What follows belongs to an exercise in optimizing a design on an open flow for small area, a short achievable clock period and few clock cycles per item; a production flow would make more cautious choices.
Only simulation tests tie the RTL to the original design; equivalence was not proved.

==> flow/design.v <==
module pxm_xlate (
    input  wire        clk,
    input  wire        rst,
    input  wire        cfg_load,
    input  wire [14:0] cfg_width,
    input  wire [14:0] cfg_height,
    input  wire [2:0]  cfg_muxbits,
    input  wire [3:0]  cfg_colordepth,
    input  wire [7:0]  cfg_panels,
    input  wire        cfg_rotate,
    input  wire        cfg_flip,
    input  wire [2:0]  cfg_colororder,
    input  wire [3:0]  cfg_scanpattern,
    input  wire        cfg_blockpattern,
    input  wire [23:0] cfg_coloroffset,
    input  wire        in_valid,
    output wire        in_ready,
    input  wire [15:0] in_x,
    input  wire [15:0] in_y,
    input  wire [7:0]  in_r,
    input  wire [7:0]  in_g,
    input  wire [7:0]  in_b,
    output reg         out_valid,
    output reg  [1:0]  out_status,
    output reg  [28:0] out_red_off,
    output reg  [28:0] out_green_off,
    output reg  [28:0] out_blue_off,
    output reg  [2:0]  out_bit,
    output reg  [7:0]  out_qr,
    output reg  [7:0]  out_qg,
    output reg  [7:0]  out_qb
);
    localparam SP_LINE     = 4'd0;
    localparam SP_ZIGZAG   = 4'd1;
    localparam SP_ZZAGG    = 4'd2;
    localparam SP_ZAGGIZ   = 4'd3;
    localparam SP_WZAGZIG  = 4'd4;
    localparam SP_VZAG     = 4'd5;
    localparam SP_ZAGZIG   = 4'd6;
    localparam SP_WZAGZIG2 = 4'd7;
    localparam SP_ZZIAGG   = 4'd8;
    localparam ST_IDLE     = 3'd0;
    localparam ST_CFG_DIV  = 3'd1;
    localparam ST_CFG_FIN  = 3'd2;
    localparam ST_PIX_DIV  = 3'd3;
    localparam ST_PIX_GEO  = 3'd4;
    localparam ST_PIX_ADDR = 3'd5;
    localparam STATUS_OK      = 2'd0;
    localparam STATUS_DROP    = 2'd1;
    localparam STATUS_PRECOND = 2'd2;
    reg [2:0] state;
    reg [4:0] cnt;
    reg [14:0] width;
    reg [14:0] height;
    reg [2:0]  muxbits;
    reg [3:0]  colordepth;
    reg [7:0]  panels;
    reg        rotate;
    reg        flip;
    reg [2:0]  colororder;
    reg [3:0]  scanpattern;
    reg        blockpattern;
    reg [23:0] coloroffset;
    wire [11:0] w8    = width[14:3];
    wire [11:0] nrows = height >> muxbits;
    wire [4:0]  rpmask = (5'd1 << muxbits) - 5'd1;    
    wire [12:0] dy    = height[14:2];                 
    wire [14:0] hb    = {1'b0, height[14:1]};         
    reg  [14:0] pw;           
    reg  [23:0] pcb;          
    reg  [25:0] sbs;          
    reg         precond_fail;
    wire [13:0] dx = pw[14:1];                        
    wire is_byte_pat  = (scanpattern == SP_ZIGZAG) || (scanpattern == SP_ZAGZIG) ||
                        (scanpattern == SP_ZAGGIZ) || (scanpattern == SP_ZZAGG) ||
                        (scanpattern == SP_ZZIAGG);
    wire is_block_pat = (scanpattern == SP_WZAGZIG) || (scanpattern == SP_VZAG) ||
                        (scanpattern == SP_WZAGZIG2);
    reg [14:0] cdiv_dvd;
    reg [14:0] cdiv_quo;
    reg [15:0] cdiv_rem;
    wire [15:0] cdiv_try = {cdiv_rem[14:0], cdiv_dvd[14]};
    wire        cdiv_ge  = cdiv_try >= {8'd0, panels};
    reg signed [15:0] px;
    reg signed [15:0] py;
    reg [7:0]  qr, qg, qb;
    wire [7:0] r1 = (in_r > coloroffset[23:16]) ? in_r - coloroffset[23:16] : 8'd0;
    wire [7:0] g1 = (in_g > coloroffset[15:8])  ? in_g - coloroffset[15:8]  : 8'd0;
    wire [7:0] b1 = (in_b > coloroffset[7:0])   ? in_b - coloroffset[7:0]   : 8'd0;
    reg [7:0] wr, wg, wb;
    always @(*) begin
        case (colororder)
            3'd1:    begin wr = r1; wg = b1; wb = g1; end
            3'd2:    begin wr = g1; wg = r1; wb = b1; end
            3'd3:    begin wr = g1; wg = b1; wb = r1; end
            3'd4:    begin wr = b1; wg = r1; wb = g1; end
            3'd5:    begin wr = b1; wg = g1; wb = r1; end
            default: begin wr = r1; wg = g1; wb = b1; end
        endcase
    end
    wire [3:0] qshift = 4'd8 - colordepth;
    reg [15:0] xd_dvd, yd_dvd;
    reg [15:0] xd_quo, yd_quo;
    reg [15:0] xd_rem, yd_rem;
    wire [16:0] xd_try = {xd_rem, xd_dvd[15]};
    wire [16:0] yd_try = {yd_rem, yd_dvd[15]};
    wire        xd_ge  = xd_try >= {3'd0, dx};
    wire        yd_ge  = yd_try >= {4'd0, dy};
    wire xb_odd = xd_quo[0] ^ (px[15] & (xd_rem != 16'd0));
    wire yb_odd = yd_quo[0] ^ (py[15] & (yd_rem != 16'd0));
    reg signed [19:0] x2, y2, x3, y3, x4, y5;
    reg               inb;
    reg               swap_half;
    always @(*) begin
        x2 = {{4{px[15]}}, px};
        y2 = {{4{py[15]}}, py};
        if (blockpattern) begin
            if (!xb_odd && !yb_odd) begin
                x2 = x2 + $signed({6'd0, dx});
                y2 = y2 + $signed({7'd0, dy});
            end else if (xb_odd && yb_odd) begin
                x2 = x2 - $signed({6'd0, dx});
                y2 = y2 - $signed({7'd0, dy});
            end
        end
        if (rotate) begin
            x3 = y2;
            y3 = $signed({5'd0, height}) - 20'sd1 - x2;
        end else begin
            x3 = x2;
            y3 = y2;
        end
        if (!flip)
            x4 = $signed({5'd0, width}) - 20'sd1 - x3;
        else
            x4 = x3;
        inb = (x4 >= 20'sd0) && (x4 < $signed({5'd0, width})) &&
              (y3 >= 20'sd0) && (y3 < $signed({5'd0, height}));
        case (scanpattern)
            SP_WZAGZIG:  swap_half = x4[4];
            SP_VZAG:     swap_half = 1'b1;
            SP_WZAGZIG2: swap_half = ~x4[4];
            default:     swap_half = 1'b0;
        endcase
        if (swap_half) begin
            if (y3 < $signed({5'd0, hb}))
                y5 = y3 + $signed({5'd0, hb});
            else
                y5 = y3 - $signed({5'd0, hb});
        end else begin
            y5 = y3;
        end
    end
    reg [14:0] gx, gy;
    reg        gdrop;
    wire [4:0]  grp   = gy[4:0] & rpmask;
    wire [11:0] krow  = gy >> muxbits;
    wire [11:0] xbyte = gx[14:3];
    wire [11:0] xrev  = w8 - 12'd1 - xbyte;           
    wire [28:0] rowoff   = grp * sbs + sbs - 29'd1;
    wire [28:0] line_off = rowoff - (krow * w8 + xrev);
    wire [11:0] krow_ev  = {krow[11:1], 1'b0};        
    wire [28:0] base_off = rowoff - {xrev, 1'b0} - krow_ev * w8;
    wire        upper    = ~krow[0];
    reg [28:0] red;
    reg [2:0]  bitidx;
    always @(*) begin
        red    = line_off;
        bitidx = gx[2:0];
        case (scanpattern)
            SP_ZIGZAG: begin
                red = upper ? base_off : base_off - 29'd1;
            end
            SP_ZAGZIG: begin
                red = upper ? base_off - 29'd1 : base_off;
            end
            SP_ZAGGIZ: begin
                if (upper) begin
                    red    = base_off - 29'd1;
                    bitidx = 3'd7 - gx[2:0];
                end else begin
                    red = base_off;
                end
            end
            SP_ZZAGG: begin
                if (upper) begin
                    if (!gx[2]) red = base_off;
                    else begin red = base_off - 29'd1; bitidx = gx[2:0] - 3'd4; end
                end else begin
                    if (!gx[2]) begin red = base_off; bitidx = gx[2:0] + 3'd4; end
                    else red = base_off - 29'd1;
                end
            end
            SP_ZZIAGG: begin
                if (upper) begin
                    if (!gx[2]) begin red = base_off; bitidx = gx[2:0] + 3'd4; end
                    else red = base_off - 29'd1;
                end else begin
                    if (!gx[2]) red = base_off;
                    else begin red = base_off - 29'd1; bitidx = gx[2:0] - 3'd4; end
                end
            end
            default: ;
        endcase
    end
    assign in_ready = (state == ST_IDLE);
    always @(posedge clk) begin
        if (rst) begin
            state     <= ST_IDLE;
            out_valid <= 1'b0;
        end else begin
            out_valid <= 1'b0;
            case (state)
                ST_IDLE: begin
                    if (cfg_load) begin
                        width        <= cfg_width;
                        height       <= cfg_height;
                        muxbits      <= cfg_muxbits;
                        colordepth   <= cfg_colordepth;
                        panels       <= cfg_panels;
                        rotate       <= cfg_rotate;
                        flip         <= cfg_flip;
                        colororder   <= cfg_colororder;
                        scanpattern  <= cfg_scanpattern;
                        blockpattern <= cfg_blockpattern;
                        coloroffset  <= cfg_coloroffset;
                        cdiv_dvd     <= cfg_width;
                        cdiv_rem     <= 16'd0;
                        cnt          <= 5'd0;
                        state        <= ST_CFG_DIV;
                    end else if (in_valid) begin
                        px    <= in_x;
                        py    <= in_y;
                        qr    <= wr >> qshift;
                        qg    <= wg >> qshift;
                        qb    <= wb >> qshift;
                        state <= (blockpattern && !precond_fail) ? ST_PIX_DIV : ST_PIX_GEO;
                        xd_rem <= 16'd0;
                        yd_rem <= 16'd0;
                        cnt    <= 5'd0;
                        xd_dvd <= in_x[15] ? -in_x : in_x;
                        yd_dvd <= in_y[15] ? -in_y : in_y;
                    end
                end
                ST_CFG_DIV: begin
                    cdiv_rem <= cdiv_ge ? cdiv_try - {8'd0, panels} : cdiv_try;
                    cdiv_quo <= {cdiv_quo[13:0], cdiv_ge};
                    cdiv_dvd <= {cdiv_dvd[13:0], 1'b0};
                    cnt      <= cnt + 5'd1;
                    if (cnt == 5'd14)
                        state <= ST_CFG_FIN;
                end
                ST_CFG_FIN: begin
                    pw  <= cdiv_quo;
                    pcb <= nrows * w8;
                    sbs <= 3 * (nrows * w8);
                    precond_fail <=
                        (blockpattern && !((cdiv_rem == 16'd0) && !cdiv_quo[0] &&
                                           (height[1:0] == 2'b00))) ||
                        (is_byte_pat && nrows[0]) ||
                        (is_block_pat && !((nrows == 12'd4) && (cdiv_rem == 16'd0) &&
                                           ((cdiv_quo == 15'd16) || (cdiv_quo == 15'd32))));
                    state <= ST_IDLE;
                end
                ST_PIX_DIV: begin
                    xd_rem <= xd_ge ? xd_try - {3'd0, dx} : xd_try;
                    yd_rem <= yd_ge ? yd_try - {4'd0, dy} : yd_try;
                    xd_quo <= {xd_quo[14:0], xd_ge};
                    yd_quo <= {yd_quo[14:0], yd_ge};
                    xd_dvd <= {xd_dvd[14:0], 1'b0};
                    yd_dvd <= {yd_dvd[14:0], 1'b0};
                    cnt    <= cnt + 5'd1;
                    if (cnt == 5'd15)
                        state <= ST_PIX_GEO;
                end
                ST_PIX_GEO: begin
                    gx    <= x4[14:0];
                    gy    <= y5[14:0];
                    gdrop <= ~inb;
                    state <= ST_PIX_ADDR;
                end
                ST_PIX_ADDR: begin
                    out_valid     <= 1'b1;
                    out_status    <= precond_fail ? STATUS_PRECOND :
                                     gdrop        ? STATUS_DROP    : STATUS_OK;
                    out_red_off   <= red;
                    out_green_off <= red - {5'd0, pcb};
                    out_blue_off  <= red - {4'd0, pcb, 1'b0};
                    out_bit       <= bitidx;
                    out_qr        <= qr;
                    out_qg        <= qg;
                    out_qb        <= qb;
                    state         <= ST_IDLE;
                end
                default: state <= ST_IDLE;
            endcase
        end
    end
endmodule
==> flow/run.sh <==
#!/bin/bash
# synth_recipe.tcl (not shown) runs the flow's synth.tcl, then flattens the netlist and writes it again
# the make line also repeats each setting of config.mk as NAME=value (left out here)
make -C /OpenROAD-flow-scripts/flow DESIGN_CONFIG=/design/flow/config.mk WORK_HOME=/design/flow/orfs CLKGATE_MAP_FILE= SYNTH_SCRIPT=/design/flow/synth_recipe.tcl finish
==> flow/config.mk <==
export PLATFORM = sky130hd
export DESIGN_NAME = pxm_xlate
export DESIGN_NICKNAME = pxm_xlate
export VERILOG_FILES = /design/flow/design.v
export SDC_FILE = /design/flow/constraint.sdc
export NUM_CORES = 4
export LEC_CHECK = 0
export CAP_MARGIN = 20
export CORE_MARGIN = 2
export CORE_UTILIZATION = 40
export PLACE_DENSITY = 0.6
export SLEW_MARGIN = 20
==> flow/constraint.sdc <==
create_clock -name core_clock -period 13.0 [get_ports {clk}]
set_input_delay 2.6000 -clock core_clock [delete_from_list [all_inputs] [get_ports {clk}]]
set_output_delay 2.6000 -clock core_clock [all_outputs]
set_load 0.01 [all_outputs]
==> run summary <==
- Outcome: no timing/DRC/antenna violations
- Ports: ~260
- Syn. warnings: 1
- Buf/Inv on CP: 4
- Final setup fails: 0
- Dominant cell type by area after synthesis: edfxtp_1
- Max Cap Viol: 0
- Slew HR: 0.2469
- Worst hold slack: approximately 420 ps
- Via/cell ratio: 5.415
- Hpwl dp: 126500 microns
- Vias: about 42000
- Pins Over Slew Limit: 0
- WP data arrival: around 12000 ps
- Worst path slowest cell: o311ai_1
- Crit-path leading delay family: compound AO/OA/AOI/OAI gates
- Setup Fix Bufs, Post-CTS: 0
- Vias in the first global route: around 42000
- Drt first pass iters: 6
- Worst skew pair latency: 690 ps
- Cell Area, Synth: 0.05392 sq mm
- CP max stage delay: slightly above 800 ps
- Register area share after synthesis: 0.2588
- Worst Setup End Kind: register
- Core footprint: 0.1336 sq mm
- Starting DRC count in detailed routing: 3282
- Critical path fanouts, max: 17
- Minimum clock period: between 10000 and 15000 ps
- Worst hold path class: reg2reg
- FMAX: 0.08357 GHz
- Register bit total from synthesis: 466
- Period utilization: 0.9205
- Post-synthesis cell count: 5808
- Tightest Pin Transition: 1130 ps
- Worst-case clock buffer depth: 3
- Die Y: 371.2 microns
- TritonCTS clock tree: done
- Clock sink count: 466
- Synth top area cells: edfxtp_1 (26%), fa_1 (17%), ha_1 (14%), inv_1 (6.0%), nand2_1 (3.8%)
- Routed len/inst: 19.84 microns
- Post-route ant nets: 0
- Nets: 7213
- Commonest non-fill, non-tap cell in the layout: inv_1
- Post-CTS Hold Fix Bufs: 0
- GRT Resource Usage Total: 0.2250
- EDFF count, synth: 462
- Worst Path Required: 13440 ps
- Share of cells above drive strength 1: 0.04251
- Area share of the largest cell type after synthesis: 0.2573
- Routability cong.: 0.9448
- Ys async rst share: 0
- Residual DRC count: 0
- Initial Util: 0.4035
- Top FF cell, synth: edfxtp_1
- Sum Neg Setup Slack: 0 ps
- Unique masters post-synth: 97
- Synth-to-Final Area Change: 12.25%
- Initial antenna violation count: 6
- Largest net degree at the start of global routing: 79
- Die Area: between 0.1 and 0.15 sq mm
- First-pass GRT wire length: 241700 microns
- Most frequent cells in the layout: inv_1 (858), ha_1 (600), nand2_1 (541)
- Mapped Avg Cell Area: 9.284 sq um
- Ant diodes: 0
- RSZ-0062 raised after global routing: false
- Final Hold Viols: 0
- Clk slew on worst S/H paths: 60 ps
- H-Tree Level Count: 2
- Critical path startpoint category: register
- Syn Nets: 6998
- # port buffers: roughly 260
- WL final: approximately 160000 microns
- Root Driver: clkbuf_16
- CTS buffer count: 56
- GRT overflow: 0
- Max Clock Skew: 49.42 ps
- Row cnt: 134
- Die Width: 371.2 microns
- Setup CP Type: reg2reg
[area by class of cell]
cell class	count	area [sq um]
tap	1768	2212
sequential	466	13950
fill	12844	73100
timing repair buffer	328	3103
multi-input combinational	4301	36150
clock inverter	37	377.9
clock buffer	67	1464
inverter	870	3269
[flip-flops by register name, summed over array words and instances, names as in the netlist, 24 cells and up]
register       cells
coloroffset       24
out_blue_off      28
out_green_off     29
out_red_off       29
pcb               24
sbs               25
[final timing paths]
| path | slack [ps] | endpoint | from | depth (start not counted) |
|---|---|---|---|---|
| worst max-delay path | 1030 | out_blue_off[27] | muxbits[0] | 39 |
| worst max register to register | 1030 | out_blue_off[27] | muxbits[0] | 39 |
| worst min register to register | 420 | out_qg[6] | qg[6] | 0 |
| worst min-delay path | 420 | out_qg[6] | qg[6] | 0 |
[metal layers]
| layer | part of all wire | global-route usage |
|---|---|---|
| met3 | 0.059 | 0.02874 |
| met1 | 0.45 | 0.3065 |
| met5 | 0.00010 | 0 |
| met4 | 0.034 | 0.07225 |
| met2 | 0.46 | 0.3708 |
[kinds of logic after synthesis]
family | Yosys count | synth area share
buffers and inverters | 1041 | 0.07300
DFF | 466 | 0.2588
adders and majority gates | 1051 | 0.3065
xor gates and xnor gates | 350 | 0.05685
and+or+nand+nor | 1607 | 0.1396
muxes | 108 | 0.02209
AOI/OAI and AO/OA | 1185 | 0.1431
[stage by stage]
step,cell area [sq um],std cells,worst slack [ps],utilization
floorplan,53920,5808,1674,-
global placement,58650,7733,883.2,0.4389
detailed placement,58650,7733,799.8,0.4389
CTS,60490,7837,745.9,0.4527
global route,60530,7837,182.2,0.4529
finish,60530,7837,1034,0.4529
[timing repair]
action                     4_1_cts  5_1_grt
setup endpoints to repair        0        3
hold endpoints to repair         0        0
resized for setup                0        6
[cell usage after synthesis (all sizes together) (25+ instances only)]
master and number:
nand3 51, nor2 453, mux2i 74, o31ai 31, edfxtp 462, and3 54
a211oi 41, o211ai 35, nor2b 58, ha 601, or3 48, nand2b 72
o22ai 37, inv 863, nor3 109, a21o 101, o21ai 248, clkbuf 151
mux2 28, nor4 25, a31oi 35, a21boi 36, o21bai 51, a21oi 327
nand2 541, o21a 51, fa 450, and2 93, nand4 29, xnor2 221
xor2 129
Testbench counts, summed over its fixed seeds: cycles 41,752, pixels 4,608.

[static timing again, ports no longer ideal]
The flow's constraints put no driver on any port. The routed layout listed below was extracted and timed again, unchanged, in two steps. Step 1, drivers: a clkbuf_16 drives clk and a buf_2 each remaining input, both assumed. Step 2 adds t to the input delays and takes it off the output delays; t is the mean of the earliest and latest rising clock arrival at the registers after step 1. Input paths then give back, and output paths get back, about the clock's delay inside the block. a / b / c = no drivers / after step 1 / after step 2; a / b = the first two.
shift t [ns]: 0.752
setup slack, ns: 1.034 / 1.034 / 1.034
worst register clock-pin slew, ns: 0.07 / 0.07
worst data-port slew with drivers (ns): 0.09
pins driven straight from the clock port: 1
After both steps setup and hold are still met in this run. The setup slack of this run moves by 0.000 ns with the drivers and by 0.000 ns with both steps.
